From an optimization exercise on the open Yosys and OpenROAD flow, aimed at small area, a short achievable clock period and few clock cycles; shortcuts taken in it are not production practice.
Function was checked by simulation only, so behaviour that the tests miss may differ from the original.
Power and IR drop assume default switching activity.

Setup of v6:
## lwc_spe
module lwc_spe (
    input  wire       clk,
    input  wire       rst,             
    input  wire       req_valid,
    output wire       req_ready,
    input  wire [1:0] req_op,          
    input  wire [7:0] req_in_len,
    input  wire [7:0] req_key_len,
    input  wire [7:0] req_ad_len,
    input  wire [7:0] req_nonce_len,   
    output reg  [1:0] buf_sel,         
    output reg  [7:0] buf_addr,
    input  wire [7:0] buf_data,
    output wire       res_valid,
    input  wire       res_ready,
    output wire [7:0] res_data,
    output wire       rsp_valid,
    input  wire       rsp_ready,
    output reg        rsp_ok,
    output reg  [3:0] rsp_err_class,
    output reg  [3:0] rsp_err_stage,
    output reg  [7:0] rsp_err_code,
    output wire       rsp_err_known,
    output reg        rsp_trace_valid,
    output reg        rsp_flags_valid,
    output reg        rsp_key_is_done,
    output reg        rsp_input_min_len,
    output wire       tx_valid,
    input  wire       tx_ready,
    output reg  [7:0] tx_data,
    output wire       tx_last,
    output wire       link_flush,
    input  wire       rx_valid,
    output wire       rx_ready,
    input  wire [7:0] rx_data,
    input  wire       rx_last,
    input  wire       rx_empty,        
    output wire       inst_arm,
    output wire       cap_req,
    input  wire       cap_done,
    input  wire       cap_timeout,
    output wire       inst_trace,
    output wire       ent_req,
    input  wire [7:0] ent_data
);
==> flow/config.mk <==
export PLATFORM = sky130hd
export DESIGN_NAME = lwc_spe
export DESIGN_NICKNAME = lwc_spe
export VERILOG_FILES = /design/flow/design.v
export SDC_FILE = /design/flow/constraint.sdc
export NUM_CORES = 4
export LEC_CHECK = 0
export CAP_MARGIN = 20
export CORE_MARGIN = 2
export CORE_UTILIZATION = 65
export CTS_CLUSTER_DIAMETER = 50
export CTS_CLUSTER_SIZE = 25
export SETUP_SLACK_MARGIN = 4.8
export SLEW_MARGIN = 20
==> flow/constraint.sdc <==
create_clock -name core_clock -period 7.0 [get_ports {clk}]
set_input_delay 1.4000 -clock core_clock [delete_from_list [all_inputs] [get_ports {clk}]]
set_output_delay 1.4000 -clock core_clock [all_outputs]
set_load 0.01 [all_outputs]
standard.sh (not shown) runs the stock make flow with config.mk's settings and CLKGATE_MAP_FILE= SYNTH_SCRIPT=/design/flow/synth_recipe.tcl, a recipe that flattens the netlist after the stock synthesis.
==> flow/flow/run.sh <==
#!/bin/bash
# The standard layout, with two changes to how the ports are buffered: each port
# gets a sky130_fd_sc_hd__buf_2 instead of the smallest buffer, and timing repair
# may resize cells across footprints. Every tool's output goes to flow_make.log
# here (and ORFS's own per-step logs under orfs/logs/).
set -euo pipefail
bash standard.sh MATCH_CELL_FOOTPRINT=0 \
    "BUFFER_PORTS_ARGS=-buffer_cell sky130_fd_sc_hd__buf_2" finish > flow_make.log 2>&1
v6 went all the way through the flow, and no timing, DRC or antenna check failed.
Testbench counts of v6, summed over its fixed seeds: cycles 73,899.
Inputs modified between v6 and v57:
diff --git a/flow/config.mk b/flow/config.mk
--- a/flow/config.mk
+++ b/flow/config.mk
@@ -12,3 +12,3 @@
 export CTS_CLUSTER_SIZE = 25
-export SETUP_SLACK_MARGIN = 4.8
+export SETUP_SLACK_MARGIN = 4.5
 export SLEW_MARGIN = 20
### Flow results
Going from v6 to v57, placer congestion estimate shrinks by about 2.5%. Sequential power share delta for v57 relative to v6: 1.3 points higher. Routed metal-1 wire length in v57 is 5.0% lower than in v6. Routed via count divided by cell count: lower on v57. Compared to v6, v57 has cell area after layout 2.6% lower. Global router's overall resource usage in v57 is 1.2 points lower than in v6. v6 → v57: count of clock-buffer cells in the layout shows an increase of 11; total design power shows a reduction of 2.6%; area used by sequential logic in the layout shows no meaningful change; routed wire length shows a reduction of 9.8%.
[inputs] v3 vs v57
diff --git a/flow/config.mk b/flow/config.mk
--- a/flow/config.mk
+++ b/flow/config.mk
@@ -12,3 +12,3 @@
 export CTS_CLUSTER_SIZE = 25
-export SETUP_SLACK_MARGIN = 4.5
+export SETUP_SLACK_MARGIN = 4.0
 export SLEW_MARGIN = 20
--- outcome ---
NOTE number of clock-tree buffers in the layout v57->v3 decreased slightly
v3 consumes less power than v57 does.
Looking at met1 track utilization from global routing across v57 and v3, the one that comes out lower is v3.
Path type of the worst setup path = reg -> reg: v3; path type of the worst setup path = reg -> out: v57
On multi-input combinational gate total, v57 and v3 are neck and neck.
Changes observed in v3 relative to v57: number of global-route vias before repair has decreased, clock transition at the registers of the reported paths has remained practically unchanged, power per standard cell area has increased.
Here is what was changed in the inputs of v53 compared with v3.
diff --git a/flow/config.mk b/flow/config.mk
--- a/flow/config.mk
+++ b/flow/config.mk
@@ -9,6 +9,7 @@
 export CORE_MARGIN = 2
-export CORE_UTILIZATION = 65
+export CORE_UTILIZATION = 72
 export CTS_CLUSTER_DIAMETER = 50
 export CTS_CLUSTER_SIZE = 25
-export SETUP_SLACK_MARGIN = 4.0
+export PLACE_DENSITY = 0.78
+export SETUP_SLACK_MARGIN = 4.4
 export SLEW_MARGIN = 20
v3 was smaller in final cell area than v53. Final HPWL from detailed placement grows by more than 10% when moving from v3 to v53. Between v53 and v3, the sequential cell fraction of total power is lower for v53. In the flow results for v53 and v3, the routed length per instance is larger on v53. Wire: v53 routes more than v3. Comparing v53 and v3, the lower sum of internal, switching and leakage power was measured on v3. v53 does better than v3 on final critical path time including I/O delays and setup. Share of the clock period used by the worst path: v53 lower than v3.
Changes in v27 relative to v53:
diff --git a/flow/config.mk b/flow/config.mk
--- a/flow/config.mk
+++ b/flow/config.mk
@@ -9,7 +9,6 @@
 export CORE_MARGIN = 2
-export CORE_UTILIZATION = 72
+export CORE_UTILIZATION = 65
 export CTS_CLUSTER_DIAMETER = 50
 export CTS_CLUSTER_SIZE = 25
-export PLACE_DENSITY = 0.78
-export SETUP_SLACK_MARGIN = 4.4
+export SETUP_SLACK_MARGIN = 4.15
 export SLEW_MARGIN = 20
[summary]
Diff v53 -> v27: total global-route track usage shrank by 11 points, number of clock buffers in the layout increased 12%, fraction of standard cell area that is sequential picked up an extra 0.93 points.
Here is what was changed in the inputs of v48 compared with v27.
diff --git a/flow/config.mk b/flow/config.mk
--- a/flow/config.mk
+++ b/flow/config.mk
@@ -12,3 +12,4 @@
 export CTS_CLUSTER_SIZE = 25
-export SETUP_SLACK_MARGIN = 4.15
+export PLACE_DENSITY = 0.72
+export SETUP_SLACK_MARGIN = 4.3
 export SLEW_MARGIN = 20
Results
Delta(post-CTS setup-driven buffer insertion count, v48 - v27) > 0
Looking only at depth of the critical timing path with buffers and inverters included, and setting everything else aside, the lower value of v27 and v48 goes to v48.
In the tables for v27 and v48, portion of total power attributed to sequential cells reads higher with v48.
Of v27 and v48, the run reporting the lower setup slack was v27.
Any difference in final-layout worst hold slack between v48 and v27 is small enough to ignore.

[separate check: timing with driven ports]
The flow's constraints put no driver on any port. The routed layouts listed below were extracted and timed again, unchanged, in two steps.
Step 1 sets driving cells, clkbuf_16 on the clock port and buf_2 on the other inputs (assumed; they add their load-dependent delay and slew).
Step 2, shift: input delay + t, output delay - t, t = (earliest + latest rising clock arrival at the registers) / 2. This alone moves slack from input paths to output paths.
a / b / c = ideal ports / drivers / drivers and shift; a / b = the first two.
| run | t (ns) | setup slack, ns | pins driven straight from the clock port |
|---|---|---|---|
| v6 | 0.728 | 4.304 / 4.237 / 3.645 | 1 |
| v57 | 0.721 | 4.222 / 4.155 / 3.626 | 1 |
| v3 | 0.718 | 4.074 / 4.074 / 3.410 | 1 |
| v53 | 0.730 | 4.167 / 4.167 / 3.593 | 1 |
| v27 | 0.736 | 4.175 / 4.151 / 3.483 | 1 |
| v48 | 0.724 | 4.269 / 4.201 / 3.596 | 1 |
After both steps setup and hold are still met in every run listed. The setup slack of v27, which loses most, moves by -0.024 ns with the drivers and by -0.692 ns with both steps.
